This is an optimization exercise on Yosys and OpenROAD, whose aim is small area, a short achievable clock period and few clock cycles per item, not a production implementation. Where RTL was checked, it was by simulation tests only, not by an equivalence proof against the original.

==> violet: inputs <==
==> flow/design.v <==
module csum_unit #(
    parameter [15:0] RXB         = 16'h4000,
    parameter [15:0] TXB         = 16'h8000,
    parameter [15:0] RXBUF_SIZE  = 16'd1536,
    parameter [15:0] TXBUF_SIZE  = 16'd1536
) (
    input  wire        clk,
    input  wire        rst,           
    input  wire        cmd_valid,
    output wire        cmd_ready,
    input  wire [31:0] cmd_seed,
    input  wire [15:0] cmd_addr,
    input  wire [15:0] cmd_len,
    output wire        mem_req,
    input  wire        mem_gnt,
    output wire [13:0] mem_waddr,
    input  wire [31:0] mem_rdata,
    output wire        rsp_valid,
    output wire        rsp_err,
    output wire [15:0] rsp_sum
);
    reg        idle;       
    reg        busy;       
    reg        chk;        
    reg        reqv;       
    reg        first;      
    reg        single;     
    reg        dvalid;     
    reg        dfirst;     
    reg        dlast;      
    reg        rlast;      
    reg        g;          
    reg        f1;         
    reg        f2;         
    reg        rspv;
    reg        err;
    reg        pre_ok;     
    reg        sel;        
    reg [1:0]  a_lo;       
    reg [10:0] l;          
    reg [8:0]  w;          
    reg [31:0] r;          
    reg [15:0] acc_lo;
    reg [15:0] acc_hi;
    reg [1:0]  cy;         
    wire [11:0] ta = {1'b0, w, a_lo};
    wire [11:0] tb = {1'b0, l};
    wire [12:0] t  = {1'b0, ~(ta ^ tb)} + {(ta | tb), 1'b0};
    wire        ok = pre_ok && (!t[12] || (!t[11] && !(t[10] && t[9])));
    wire        zero = (l == 11'd0);
    wire        none = chk && (!ok || zero);
    wire gnt      = reqv && mem_gnt;
    wire last_now = first ? single : (w == l[10:2]);
    wire accept   = !busy && cmd_valid;
    wire [3:0] m_lo = dfirst ? (4'b1111 << a_lo) : 4'b1111;
    wire [3:0] m_hi = dlast  ? (4'b1111 >> (2'd3 - l[1:0])) : 4'b1111;
    wire [3:0] m    = {4{dvalid}} & m_lo & m_hi;
    wire [3:0] ms   = m & {4{!a_lo[0]}};                      
    wire [3:0] mx   = {m[2], m[3], m[0], m[1]} & {4{a_lo[0]}};  
    wire [31:0] rd  = mem_rdata;
    wire [31:0] rdx = {rd[23:16], rd[31:24], rd[7:0], rd[15:8]};
    wire [15:0] hi_n = acc_hi + {14'd0, cy};
    wire        inj  = g || (chk && zero);
    wire [31:0] r_n  = (rd  & {{8{ms[3]}}, {8{ms[2]}}, {8{ms[1]}}, {8{ms[0]}}}) |
                       (rdx & {{8{mx[3]}}, {8{mx[2]}}, {8{mx[1]}}, {8{mx[0]}}}) |
                       {16'd0, hi_n[7:0], hi_n[15:8]} & {32{inj}};
    wire [15:0] w0   = {r[7:0], r[15:8]};
    wire [15:0] w1   = {r[23:16], r[31:24]};
    wire [17:0] lo_n = {2'd0, acc_lo} + {2'd0, w0} + {2'd0, w1} + {17'd0, f2 & cy[0]};
    always @(posedge clk) begin
        r      <= r_n;
        dfirst <= first;
        dlast  <= last_now;
        acc_hi <= !busy ? cmd_seed[31:16] : hi_n;
        cy     <= !busy ? 2'd0 : lo_n[17:16];
        if (!busy)
            acc_lo <= cmd_seed[15:0];
        else if (chk && !ok)
            acc_lo <= 16'd0;
        else
            acc_lo <= lo_n[15:0];
        if (!busy) begin
            single <= (cmd_len[15:3] == 13'd0) &&
                      ({1'b0, cmd_len[2:0]} + {2'b00, cmd_addr[1:0]} <= 4'd4);
            pre_ok <= ((cmd_addr[15:11] == 5'b01000) || (cmd_addr[15:11] == 5'b10000)) &&
                      (cmd_len[15:11] == 5'd0);
            sel    <= cmd_addr[15];
            a_lo   <= cmd_addr[1:0];
        end
        if (!busy)
            l <= cmd_len[10:0];
        else if (chk)
            l <= t[10:0];
        if (!busy)
            w <= cmd_addr[10:2];
        else if (gnt)
            w <= w + 9'd1;
        if (chk)
            err <= !ok;
    end
    always @(posedge clk) begin
        if (rst) begin
            idle   <= 1'b1;
            busy   <= 1'b0;
            chk    <= 1'b0;
            reqv   <= 1'b0;
            dvalid <= 1'b0;
            rlast  <= 1'b0;
            g      <= 1'b0;
            f1     <= 1'b0;
            f2     <= 1'b0;
            rspv   <= 1'b0;
        end else begin
            chk    <= accept;
            dvalid <= gnt && !none;
            rlast  <= dvalid && dlast;
            g      <= rlast;
            f1     <= g || (chk && zero && ok);
            f2     <= f1 && lo_n[16];
            rspv   <= (f1 && !lo_n[16]) || f2 || (chk && !ok);
            if (accept) begin
                idle  <= 1'b0;
                busy  <= 1'b1;
                reqv  <= 1'b1;
                first <= 1'b1;
            end
            if (rspv) begin
                idle <= 1'b1;
                busy <= 1'b0;
            end
            if (gnt) begin
                first <= 1'b0;
                if (last_now)
                    reqv <= 1'b0;
            end
            if (none)
                reqv <= 1'b0;
        end
    end
    assign cmd_ready = idle;
    assign mem_req   = reqv;
    assign mem_waddr = {sel, ~sel, 3'b000, w};
    assign rsp_valid = rspv;
    assign rsp_err   = err;
    assign rsp_sum   = acc_lo;
endmodule
==> flow/flow/run.sh <==
#!/bin/bash
export BUFFER_PORTS_ARGS="-buffer_cell sky130_fd_sc_hd__buf_1"
export SETUP_SLACK_MARGIN=6.8
bash standard.sh > standard.log 2>&1
==> flow/standard.sh <==
#!/bin/bash
# synth_recipe.tcl (not shown) runs the flow's synth.tcl, then flattens the netlist and writes it again
# the make line also repeats each setting of config.mk as NAME=value (left out here)
make -C /OpenROAD-flow-scripts/flow DESIGN_CONFIG=/design/flow/config.mk WORK_HOME=/design/flow/orfs CLKGATE_MAP_FILE= SYNTH_SCRIPT=/design/flow/synth_recipe.tcl "${@:-finish}"
==> flow/config.mk <==
export PLATFORM = sky130hd
export DESIGN_NAME = csum_unit
export DESIGN_NICKNAME = csum_unit
export VERILOG_FILES = /design/flow/design.v
export SDC_FILE = /design/flow/constraint.sdc
export NUM_CORES = 4
export LEC_CHECK = 0
export CAP_MARGIN = 20
export CORE_MARGIN = 2
export CORE_UTILIZATION = 40
export CTS_BUF_LIST = sky130_fd_sc_hd__clkbuf_4 sky130_fd_sc_hd__clkbuf_8
export SLEW_MARGIN = 20
==> flow/constraint.sdc <==
create_clock -name core_clock -period 10.0 [get_ports {clk}]
set_input_delay 2.0000 -clock core_clock [delete_from_list [all_inputs] [get_ports {clk}]]
set_output_delay 2.0000 -clock core_clock [all_outputs]
set_load 0.01 [all_outputs]
==> pepper: changes against violet <==
--- a/flow/design.v
+++ b/flow/design.v
@@ -24,5 +24,5 @@
     reg        chk;        
+    reg        chk2;       
     reg        reqv;       
     reg        first;      
-    reg        single;     
     reg        dvalid;     
@@ -35,3 +35,4 @@
     reg        rspv;
-    reg        err;
+    reg        err;        
+    reg        rerr;       
     reg        pre_ok;     
@@ -50,9 +51,18 @@
     wire        zero = (l == 11'd0);
-    wire        none = chk && (!ok || zero);
+    wire        none = chk && zero;
     wire gnt      = reqv && mem_gnt;
-    wire last_now = first ? single : (w == l[10:2]);
+    wire single   = (l[10:3] == 8'd0) && ({1'b0, l[2:0]} + {2'b00, a_lo} <= 4'd4);
+    wire last_now = chk ? single : (w == l[10:2]);
     wire accept   = !busy && cmd_valid;
+    reg  [8:0] w_all;      
+    integer k;
+    always @(*) begin
+        w_all[0] = 1'b1;
+        for (k = 1; k < 9; k = k + 1)
+            w_all[k] = w_all[k-1] & w[k-1];
+    end
+    wire [8:0] w_n = w ^ (w_all & {9{gnt}});
     wire [3:0] m_lo = dfirst ? (4'b1111 << a_lo) : 4'b1111;
     wire [3:0] m_hi = dlast  ? (4'b1111 >> (2'd3 - l[1:0])) : 4'b1111;
-    wire [3:0] m    = {4{dvalid}} & m_lo & m_hi;
+    wire [3:0] m    = {4{dvalid && !err}} & m_lo & m_hi;
     wire [3:0] ms   = m & {4{!a_lo[0]}};                      
@@ -68,3 +78,5 @@
     wire [15:0] w1   = {r[23:16], r[31:24]};
-    wire [17:0] lo_n = {2'd0, acc_lo} + {2'd0, w0} + {2'd0, w1} + {17'd0, f2 & cy[0]};
+    wire [15:0] cs_s = acc_lo ^ w0 ^ w1;
+    wire [15:0] cs_c = (acc_lo & w0) | (acc_lo & w1) | (w0 & w1);
+    wire [17:0] lo_n = {2'd0, cs_s} + {1'd0, cs_c, f2 & cy[0]};
     always @(posedge clk) begin
@@ -77,3 +89,3 @@
             acc_lo <= cmd_seed[15:0];
-        else if (chk && !ok)
+        else if (chk2 && err)
             acc_lo <= 16'd0;
@@ -82,4 +94,2 @@
         if (!busy) begin
-            single <= (cmd_len[15:3] == 13'd0) &&
-                      ({1'b0, cmd_len[2:0]} + {2'b00, cmd_addr[1:0]} <= 4'd4);
             pre_ok <= ((cmd_addr[15:11] == 5'b01000) || (cmd_addr[15:11] == 5'b10000)) &&
@@ -93,8 +103,6 @@
             l <= t[10:0];
-        if (!busy)
-            w <= cmd_addr[10:2];
-        else if (gnt)
-            w <= w + 9'd1;
+        w <= !busy ? cmd_addr[10:2] : w_n;
         if (chk)
             err <= !ok;
+        rerr <= chk2 && err;
     end
@@ -105,2 +113,3 @@
             chk    <= 1'b0;
+            chk2   <= 1'b0;
             reqv   <= 1'b0;
@@ -114,8 +123,9 @@
             chk    <= accept;
+            chk2   <= chk;
             dvalid <= gnt && !none;
-            rlast  <= dvalid && dlast;
+            rlast  <= dvalid && dlast && !err;
             g      <= rlast;
-            f1     <= g || (chk && zero && ok);
-            f2     <= f1 && lo_n[16];
-            rspv   <= (f1 && !lo_n[16]) || f2 || (chk && !ok);
+            f1     <= g || (chk && zero);
+            f2     <= f1 && !err;
+            rspv   <= f2 || (chk2 && err);
             if (accept) begin
@@ -135,3 +145,3 @@
             end
-            if (none)
+            if (none || (chk2 && err))
                 reqv <= 1'b0;
@@ -143,3 +153,3 @@
     assign rsp_valid = rspv;
-    assign rsp_err   = err;
+    assign rsp_err   = rerr;
     assign rsp_sum   = acc_lo;
==> flow/flow/run.sh (replaced) <==
#!/bin/bash
export BUFFER_PORTS_ARGS="-buffer_cell sky130_fd_sc_hd__buf_1"
export SETUP_SLACK_MARGIN=7.1
bash standard.sh > standard.log 2>&1
- CORE_UTILIZATION: 40 -> 60
- CTS_BUF_LIST: sky130_fd_sc_hd__clkbuf_4 sky130_fd_sc_hd__clkbuf_8 -> default
==> maple: changes against violet <==
--- a/flow/design.v
+++ b/flow/design.v
@@ -24,5 +24,5 @@
     reg        chk;        
+    reg        chk2;       
     reg        reqv;       
     reg        first;      
-    reg        single;     
     reg        dvalid;     
@@ -31,7 +31,8 @@
     reg        rlast;      
-    reg        g;          
     reg        f1;         
     reg        f2;         
+    reg        wq;         
     reg        rspv;
-    reg        err;
+    reg        err;        
+    reg        rerr;       
     reg        pre_ok;     
@@ -50,9 +51,18 @@
     wire        zero = (l == 11'd0);
-    wire        none = chk && (!ok || zero);
+    wire        none = chk && zero;
     wire gnt      = reqv && mem_gnt;
-    wire last_now = first ? single : (w == l[10:2]);
+    wire single   = (l[10:3] == 8'd0) && ({1'b0, l[2:0]} + {2'b00, a_lo} <= 4'd4);
+    wire last_now = chk ? single : (w == l[10:2]);
     wire accept   = !busy && cmd_valid;
+    reg  [8:0] w_all;      
+    integer k;
+    always @(*) begin
+        w_all[0] = 1'b1;
+        for (k = 1; k < 9; k = k + 1)
+            w_all[k] = w_all[k-1] & w[k-1];
+    end
+    wire [8:0] w_n = w ^ (w_all & {9{gnt}});
     wire [3:0] m_lo = dfirst ? (4'b1111 << a_lo) : 4'b1111;
     wire [3:0] m_hi = dlast  ? (4'b1111 >> (2'd3 - l[1:0])) : 4'b1111;
-    wire [3:0] m    = {4{dvalid}} & m_lo & m_hi;
+    wire [3:0] m    = {4{dvalid && !err}} & m_lo & m_hi;
     wire [3:0] ms   = m & {4{!a_lo[0]}};                      
@@ -62,9 +72,15 @@
     wire [15:0] hi_n = acc_hi + {14'd0, cy};
-    wire        inj  = g || (chk && zero);
+    wire        inj  = rlast || (chk && zero);
     wire [31:0] r_n  = (rd  & {{8{ms[3]}}, {8{ms[2]}}, {8{ms[1]}}, {8{ms[0]}}}) |
                        (rdx & {{8{mx[3]}}, {8{mx[2]}}, {8{mx[1]}}, {8{mx[0]}}}) |
-                       {16'd0, hi_n[7:0], hi_n[15:8]} & {32{inj}};
+                       ({6'd0, lo_n[17:16], 8'd0, hi_n[7:0], hi_n[15:8]} & {32{inj}});
     wire [15:0] w0   = {r[7:0], r[15:8]};
     wire [15:0] w1   = {r[23:16], r[31:24]};
-    wire [17:0] lo_n = {2'd0, acc_lo} + {2'd0, w0} + {2'd0, w1} + {17'd0, f2 & cy[0]};
+    wire [15:0] cs_s = acc_lo ^ w0 ^ w1;
+    wire [15:0] cs_c = (acc_lo & w0) | (acc_lo & w1) | (w0 & w1);
+    wire [17:0] lo_n = {2'd0, cs_s} + {1'd0, cs_c, f2 && (cy[1] || (cy[0] && !wq))};
+    wire [15:0] fh   = {r[7:0], r[15:8]};
+    wire        fwr  = ((fh == 16'hffff) && (r[25:24] != 2'd0)) ||
+                       ((fh == 16'hfffe) && r[25]);
+    wire        nc   = (acc_lo[15:12] != 4'hf) && (fh[15:11] == 5'd0);
     always @(posedge clk) begin
@@ -77,3 +93,3 @@
             acc_lo <= cmd_seed[15:0];
-        else if (chk && !ok)
+        else if (chk2 && err)
             acc_lo <= 16'd0;
@@ -82,4 +98,2 @@
         if (!busy) begin
-            single <= (cmd_len[15:3] == 13'd0) &&
-                      ({1'b0, cmd_len[2:0]} + {2'b00, cmd_addr[1:0]} <= 4'd4);
             pre_ok <= ((cmd_addr[15:11] == 5'b01000) || (cmd_addr[15:11] == 5'b10000)) &&
@@ -93,8 +107,7 @@
             l <= t[10:0];
-        if (!busy)
-            w <= cmd_addr[10:2];
-        else if (gnt)
-            w <= w + 9'd1;
+        w <= !busy ? cmd_addr[10:2] : w_n;
         if (chk)
             err <= !ok;
+        rerr <= chk2 && err;
+        wq <= fwr;
     end
@@ -105,2 +118,3 @@
             chk    <= 1'b0;
+            chk2   <= 1'b0;
             reqv   <= 1'b0;
@@ -108,3 +122,2 @@
             rlast  <= 1'b0;
-            g      <= 1'b0;
             f1     <= 1'b0;
@@ -114,8 +127,8 @@
             chk    <= accept;
+            chk2   <= chk;
             dvalid <= gnt && !none;
-            rlast  <= dvalid && dlast;
-            g      <= rlast;
-            f1     <= g || (chk && zero && ok);
-            f2     <= f1 && lo_n[16];
-            rspv   <= (f1 && !lo_n[16]) || f2 || (chk && !ok);
+            rlast  <= dvalid && dlast && !err;
+            f1     <= rlast || (chk && zero);
+            f2     <= f1 && !err && !nc;
+            rspv   <= (f1 && nc) || f2 || (chk2 && err);
             if (accept) begin
@@ -135,3 +148,3 @@
             end
-            if (none)
+            if (none || (chk2 && err))
                 reqv <= 1'b0;
@@ -143,3 +156,3 @@
     assign rsp_valid = rspv;
-    assign rsp_err   = err;
+    assign rsp_err   = rerr;
     assign rsp_sum   = acc_lo;
==> flow/flow/run.sh (replaced) <==
#!/bin/bash
export BUFFER_PORTS_ARGS="-buffer_cell sky130_fd_sc_hd__buf_1"
export SETUP_SLACK_MARGIN=7.0
bash standard.sh > standard.log 2>&1
- CTS_BUF_LIST: sky130_fd_sc_hd__clkbuf_4 sky130_fd_sc_hd__clkbuf_8 -> default
- TNS_END_PERCENT: default -> 50
==> run notes <==
* Status: complete, no violations
* Hold Path Cell Cnt at 0
* End-of-flow core utilization at around 47%
* Estimated wirelength of the detail-placed design at 12.8 mm
* Die outline area at 16300 um2
* Endpoint with the worst hold slack: dfirst
* Nature of the critical path endpoint: output port
* Post-placement worst setup slack at 6.78 ns
* Number of instances in the synthesized netlist at 653
* Setup slack of the worst register-to-register path at 7.09 ns
[end of results for maple]
==> run notes <==
* Status: complete, no violations
* Post-placement worst setup slack at between 6 and 7 ns
* End-of-flow core utilization at between 40% and 50%
* Setup slack of the worst register-to-register path at 6.86 ns
* Number of instances in the synthesized netlist at roughly 640
* Die outline area at 16400 um2
* Estimated wirelength of the detail-placed design at 12.9 mm
* Hold Path Cell Cnt at 1
* Nature of the critical path endpoint: flop
* Endpoint with the worst hold slack: g
[end of results for violet]
==> run notes <==
* Hold Path Cell Cnt at 0
* Setup slack of the worst register-to-register path at 7.21 ns
* Nature of the critical path endpoint: output port
* Post-placement worst setup slack at roughly 6.8 ns
* Die outline area at about 11000 um2
* Endpoint with the worst hold slack: dfirst
* Status: complete, no violations
[end of results for pepper]
Testbench counts of pepper, summed over its fixed seeds: cycles 64,474, items 512.
Testbench counts of maple, summed over its fixed seeds: cycles 63,482, items 512.
Function not checked in violet: the RTL went through the layout flow alone.

==> afterwards: timing with drivers on the ports <==
The results above use ideal ports. As a check the final layouts listed here were re-extracted and re-timed, cells and wires unchanged.
Step 1: set_driving_cell puts a clkbuf_16 on clk and a buf_2 on each other input, an assumption about the parent block.
Step 2 times the ports against the registers' clock, not the clock port: input delays grow and output delays shrink by t, the midpoint of the rising clock arrivals with the driver on.
a / b / c = no drivers / after step 1 / after step 2; a / b = the first two.
run	t (ns)	setup WS [ns]	worst hold slack (ns)
violet	0.422	6.864 / 6.845 / 6.707	0.460 / 0.460 / 0.460
pepper	0.418	7.054 / 7.019 / 6.745	0.356 / 0.356 / 0.356
maple	0.396	7.028 / 6.988 / 6.758	0.383 / 0.383 / 0.383
After both steps setup and hold are still met in every run listed. For pepper, which loses most, drivers alone change the setup slack by -0.035 ns; drivers and shift together by -0.309 ns.
